Background: an optimization exercise with open tools, aiming at small area. Do not read the settings as production practice.
Function was checked by simulation only, so behaviour that the tests miss may differ from the original.
The clock port is modelled as an ideal driver, which makes a skipped or thinned clock tree look cheaper than it is; a real chip needs a root buffer or a tree.
Power figures rest on the tool's default switching activity, not on a simulated workload.

the baseline:
==> module daisy_core, before the edit <==
module daisy_core (
    input  wire       clk,
    input  wire       rst,
    input  wire       op_valid,
    input  wire [3:0] op,
    output wire       cmd_ready,
    output wire       rx_active,
    output wire       hop_request,
    output reg        rdata_valid,
    output wire [7:0] rdata,
    output reg        radio_req,
    output wire       radio_channel,
    output reg        sink_byte_valid,
    output wire [7:0] sink_byte,
    output wire       sink_commit,
    output reg        sink_begin,
    output wire       sink_begin_chan
);
    localparam [2:0] PH_OFF      = 3'd0;
    localparam [2:0] PH_WAITPRE  = 3'd2;
    localparam [2:0] PH_WAITSTA  = 3'd3;
    localparam [2:0] PH_PREFETCH = 3'd4;
    localparam [2:0] PH_PAYLOAD  = 3'd5;
    localparam [2:0] PH_HOP      = 3'd6;
    reg [2:0]  phase;
    reg [15:8] win;        
    reg [7:0]  acc;        
    reg [9:0]  cnt;
    reg [2:0]  ones;
    reg [15:0] crc;
    reg        prev_enc;
    reg        channel;
    reg [2:0]  err;
    reg [5:0]  tag;
    reg        waiting;
    reg [1:0]  sel;        
    wire ph_wp  = ~phase[2] &  phase[1] & ~phase[0];
    wire ph_ws  =  phase[1] &  phase[0];
    wire ph_pf  =  phase[2] & ~phase[1] & ~phase[0];
    wire ph_pl  =  phase[2] &  phase[0];
    wire ph_hop =  phase[2] &  phase[1];
    wire is_bit  = op_valid & (op[3:1] == 3'b000);
    wire task_ok = op_valid & ~waiting;
    wire rdone   = op_valid & (op == 4'h5) & waiting;
    wire op_stop = task_ok & (op == 4'h3);
    wire op_read = task_ok & (op[3:2] == 2'b10);
    wire hop_go  = task_ok & (op == 4'h4) & ph_hop;
    wire req     = (task_ok & (op == 4'h2)) | hop_go;
    wire d      = ~(prev_enc ^ op[0]);
    wire b      = win[8];
    wire flag_n = ({d, win[15:9]} == 8'h7E);
    wire pre_n  = ({d, win[15:9]} == 8'h55) & ({win[8], acc[7:1]} == 8'h55);
    wire c_lo7  = (cnt[2:0] == 3'd7);
    wire c_15   = cnt[4] | (cnt[3] & c_lo7);                  
    wire c_5    = cnt[4] | cnt[3] | (cnt[2] & (cnt[1] | cnt[0]));  
    wire c_1020 = &cnt[9:2];                      
    wire stuff_due = ones[2] & ~ones[1];                     
    wire pl_bit    = is_bit & ph_pl;
    wire stuff_err = pl_bit & stuff_due & b;
    wire pl_go     = pl_bit & ~(stuff_due & b);
    wire data_step = pl_bit & ~stuff_due;
    wire end_flag  = pl_go & flag_n;
    wire noend     = data_step & ~flag_n & c_1020;
    reg  flag_seen;                                          
    wire crc_ok    = (crc == 16'hF0B8);
    wire wp_match   = is_bit & ph_wp & c_15 & pre_n;
    wire wp_hop     = is_bit & ph_wp & c_5 & (d == win[15]);    
    wire ws_flag    = is_bit & ph_ws & flag_n;
    wire ws_timeout = is_bit & ph_ws & ~flag_n & c_15;
    wire pf_end     = is_bit & ph_pf & c_lo7;
    wire do_reset = rdone | ws_timeout | stuff_err | end_flag | noend;
    wire cnt_clr  = do_reset | wp_match | ws_flag | pf_end;
    wire cnt_inc  = is_bit & (ph_wp | ph_ws | ph_pf | (ph_pl & ~stuff_due));
    wire        shift_en = is_bit & ~(ph_pl & stuff_due);
    wire        fb       = b ^ crc[0];
    wire        fb_pl    = ph_pl & fb;
    wire [15:0] crc_n    = {~ph_pl | fb, crc[15:1]} ^ {5'b00000, fb_pl, 6'b000000, fb_pl, 3'b000};
    assign cmd_ready       = ~waiting;
    assign rx_active       = phase[2] | phase[1];
    assign hop_request     = ph_hop & ~waiting;
    assign radio_channel   = channel;
    assign sink_begin_chan = channel;
    assign sink_byte       = acc;
    assign sink_commit     = flag_seen & crc_ok;
    assign rdata = {sink_begin, radio_req,
                    (sel == 2'd2) ? tag[5:3] : 3'b000,
                    (sel == 2'd0) ? phase :
                    (sel == 2'd1) ? {2'b00, channel} :
                    (sel == 2'd2) ? tag[2:0] : err};
    reg [2:0] phase_n;
    always @* begin
        phase_n = phase;
        if (op_stop)         phase_n = PH_OFF;
        if (wp_match)        phase_n = PH_WAITSTA;
        if (wp_hop)          phase_n = PH_HOP;
        if (ws_flag)         phase_n = PH_PREFETCH;
        if (pf_end)          phase_n = PH_PAYLOAD;
        if (do_reset)        phase_n = PH_WAITPRE;
    end
    reg [2:0] err_n;
    always @* begin
        err_n = (rdata_valid && sel == 2'd3) ? 3'd0 : err;
        if (ws_timeout)             err_n = 3'd1;
        if (stuff_err)              err_n = 3'd2;
        if (noend)                  err_n = 3'd3;
        if (flag_seen && !crc_ok)   err_n = 3'd4;
    end
    always @(posedge clk) begin
        sel <= op[1:0];
        if (is_bit)
            win <= {d, win[15:9]};
        if (shift_en)
            acc <= {b, acc[7:1]};
        if (cnt_clr)
            cnt <= 10'd0;
        else if (cnt_inc)
            cnt <= cnt + 10'd1;
        if (is_bit)
            ones <= (ph_pl & b) ? {ones[1:0], ~ones[2]} : 3'b000;
        if (shift_en)
            crc <= crc_n;
        if (rst) begin
            phase    <= PH_OFF;
            prev_enc <= 1'b0;
            channel  <= 1'b0;
            err      <= 3'd0;
            tag      <= 6'd0;
            waiting  <= 1'b0;
            rdata_valid     <= 1'b0;
            radio_req       <= 1'b0;
            sink_byte_valid <= 1'b0;
            flag_seen       <= 1'b0;
            sink_begin      <= 1'b0;
        end else begin
            phase <= phase_n;
            if (is_bit)
                prev_enc <= op[0];
            if (hop_go)
                channel <= ~channel;
            err <= err_n;
            if (pf_end)
                tag <= {d, win[15:11]};
            if (req)
                waiting <= 1'b1;
            else if (rdone)
                waiting <= 1'b0;
            rdata_valid     <= op_read;
            radio_req       <= req;
            sink_byte_valid <= data_step & c_lo7;
            flag_seen       <= end_flag;
            sink_begin      <= do_reset;
        end
    end
endmodule
==> flow/config.mk <==
export PLATFORM = sky130hd
export DESIGN_NAME = daisy_core
export DESIGN_NICKNAME = daisy_core
export VERILOG_FILES = /design/flow/design.v
export SDC_FILE = /design/flow/constraint.sdc
export NUM_CORES = 4
export LEC_CHECK = 0
export CAP_MARGIN = 20
export CORE_MARGIN = 2
export CORE_UTILIZATION = 40
export SLEW_MARGIN = 20
==> flow/constraint.sdc <==
create_clock -name core_clock -period 5.0 [get_ports {clk}]
set_input_delay 1.0000 -clock core_clock [delete_from_list [all_inputs] [get_ports {clk}]]
set_output_delay 1.0000 -clock core_clock [all_outputs]
set_load 0.01 [all_outputs]
standard.sh (not shown) runs the stock make flow with config.mk's settings and CLKGATE_MAP_FILE= SYNTH_SCRIPT=/design/flow/synth_recipe.tcl, a recipe that flattens the netlist after the stock synthesis.
==> flow/flow/run.sh <==
#!/bin/bash
# Layout flow: the standard flow with the standard synthesis unchanged;
# port buffers are buf_1, and the clock tree is built by flow/pre_cts.tcl.
set -euo pipefail
bash standard.sh synth > synth.log 2>&1
bash standard.sh finish \
  "BUFFER_PORTS_ARGS=-buffer_cell sky130_fd_sc_hd__buf_1" \
  "PRE_CTS_TCL=$PWD/flow/pre_cts.tcl" \
  > layout.log 2>&1
Other scripts of this flow, unchanged in this note and not shown: flow/flow/pre_cts.tcl
Setup changes, the baseline to the candidate
--- a/flow/design.v
+++ b/flow/design.v
@@ -10,11 +10,11 @@
     output wire [7:0] rdata,
     output reg        radio_req,
     output wire       radio_channel,
     output reg        sink_byte_valid,
     output wire [7:0] sink_byte,
-    output wire       sink_commit,
+    output reg        sink_commit,
     output reg        sink_begin,
     output wire       sink_begin_chan
 );
     localparam [2:0] PH_OFF      = 3'd0;
     localparam [2:0] PH_WAITPRE  = 3'd2;
@@ -51,22 +51,22 @@
     wire flag_n = ({d, win[15:9]} == 8'h7E);
     wire pre_n  = ({d, win[15:9]} == 8'h55) & ({win[8], acc[7:1]} == 8'h55);
     wire c_lo7  = (cnt[2:0] == 3'd7);
     wire c_15   = cnt[4] | (cnt[3] & c_lo7);                  
     wire c_5    = cnt[4] | cnt[3] | (cnt[2] & (cnt[1] | cnt[0]));  
-    wire c_1020 = &cnt[9:2];                      
+    wire c_1020 = (cnt == 10'd1020);
     wire stuff_due = ones[2] & ~ones[1];                     
     wire pl_bit    = is_bit & ph_pl;
     wire stuff_err = pl_bit & stuff_due & b;
     wire pl_go     = pl_bit & ~(stuff_due & b);
     wire data_step = pl_bit & ~stuff_due;
     wire end_flag  = pl_go & flag_n;
     wire noend     = data_step & ~flag_n & c_1020;
-    reg  flag_seen;                                          
-    wire crc_ok    = (crc == 16'hF0B8);
+    wire crc_ok    = stuff_due ? (crc == 16'hF0B8)
+                               : ((crc[15:1] == 15'h74B0) & (crc[0] ^ b));
     wire wp_match   = is_bit & ph_wp & c_15 & pre_n;
-    wire wp_hop     = is_bit & ph_wp & c_5 & (d == win[15]);    
+    wire wp_hop     = is_bit & ph_wp & ~(c_15 & pre_n) & c_5 & (d == win[15]);
     wire ws_flag    = is_bit & ph_ws & flag_n;
     wire ws_timeout = is_bit & ph_ws & ~flag_n & c_15;
     wire pf_end     = is_bit & ph_pf & c_lo7;
     wire do_reset = rdone | ws_timeout | stuff_err | end_flag | noend;
     wire cnt_clr  = do_reset | wp_match | ws_flag | pf_end;
@@ -79,12 +79,11 @@
     assign rx_active       = phase[2] | phase[1];
     assign hop_request     = ph_hop & ~waiting;
     assign radio_channel   = channel;
     assign sink_begin_chan = channel;
     assign sink_byte       = acc;
-    assign sink_commit     = flag_seen & crc_ok;
-    assign rdata = {sink_begin, radio_req,
+    assign rdata = {2'b00,
                     (sel == 2'd2) ? tag[5:3] : 3'b000,
                     (sel == 2'd0) ? phase :
                     (sel == 2'd1) ? {2'b00, channel} :
                     (sel == 2'd2) ? tag[2:0] : err};
     reg [2:0] phase_n;
@@ -101,11 +100,11 @@
     always @* begin
         err_n = (rdata_valid && sel == 2'd3) ? 3'd0 : err;
         if (ws_timeout)             err_n = 3'd1;
         if (stuff_err)              err_n = 3'd2;
         if (noend)                  err_n = 3'd3;
-        if (flag_seen && !crc_ok)   err_n = 3'd4;
+        if (end_flag && !crc_ok)    err_n = 3'd4;
     end
     always @(posedge clk) begin
         sel <= op[1:0];
         if (is_bit)
             win <= {d, win[15:9]};
@@ -127,11 +126,11 @@
             tag      <= 6'd0;
             waiting  <= 1'b0;
             rdata_valid     <= 1'b0;
             radio_req       <= 1'b0;
             sink_byte_valid <= 1'b0;
-            flag_seen       <= 1'b0;
+            sink_commit     <= 1'b0;
             sink_begin      <= 1'b0;
         end else begin
             phase <= phase_n;
             if (is_bit)
                 prev_enc <= op[0];
@@ -145,10 +144,10 @@
             else if (rdone)
                 waiting <= 1'b0;
             rdata_valid     <= op_read;
             radio_req       <= req;
             sink_byte_valid <= data_step & c_lo7;
-            flag_seen       <= end_flag;
+            sink_commit     <= end_flag & crc_ok;
             sink_begin      <= do_reset;
         end
     end
 endmodule
Notes after the runs:
- Diff the baseline..the candidate | power dissipated in sequential cells | negligible
- Met1 demand-to-capacity share in global routing: the candidate vs the baseline down 0.84 points
- The candidate ended up with a higher internal power component than the baseline did.
- The share of final-layout standard cells stronger than drive strength 1 in the candidate sits 0.27 points above the value recorded for the baseline.
- Compared to the baseline, the routing of the candidate uses more wire.
- As far as maximum frequency is concerned, the baseline and the candidate perform about the same.
- Compared with the baseline, die outline area in the candidate increased slightly.
- In the candidate the count of non-CTS inverters in the layout turned out 3 lower than in the baseline.
- Any difference in final worst-path setup slack between the baseline and the candidate is small enough to ignore.
- On combinational power share, the baseline and the candidate are neck and neck.
- The baseline -> the candidate: count of multi-input combinational gates increased by a few percent
- Taking the baseline as the reference, in the candidate post-route minimum period held steady; via count grew by about 3.7%.
In every run of this note, the design's own scripts or RTL, not TritonCTS, make the clock network.

## separate check: timing with driven ports
No port has a modelled driver above. Below, the same layouts with a new extraction and two added sets of constraints.
Step 1, drivers: a clkbuf_16 drives clk and a buf_2 each remaining input, both assumed.
Step 2, shift: input delay + t, output delay - t, t = (earliest + latest rising clock arrival at the registers) / 2. This alone moves slack from input paths to output paths.
Slacks: ideal / step 1 / step 2; pairs: ideal / step 1.
run	t (ns)	slack for setup (ns)	worst register clock-pin slew, ns
the baseline	0.212	2.062 / 2.098 / 1.886	0.11 / 0.11
the candidate	0.218	2.062 / 2.108 / 1.890	0.10 / 0.10
After both steps every run listed still meets setup and hold. For the baseline, which loses most, drivers alone change the setup slack by +0.036 ns; drivers and shift together by -0.176 ns.
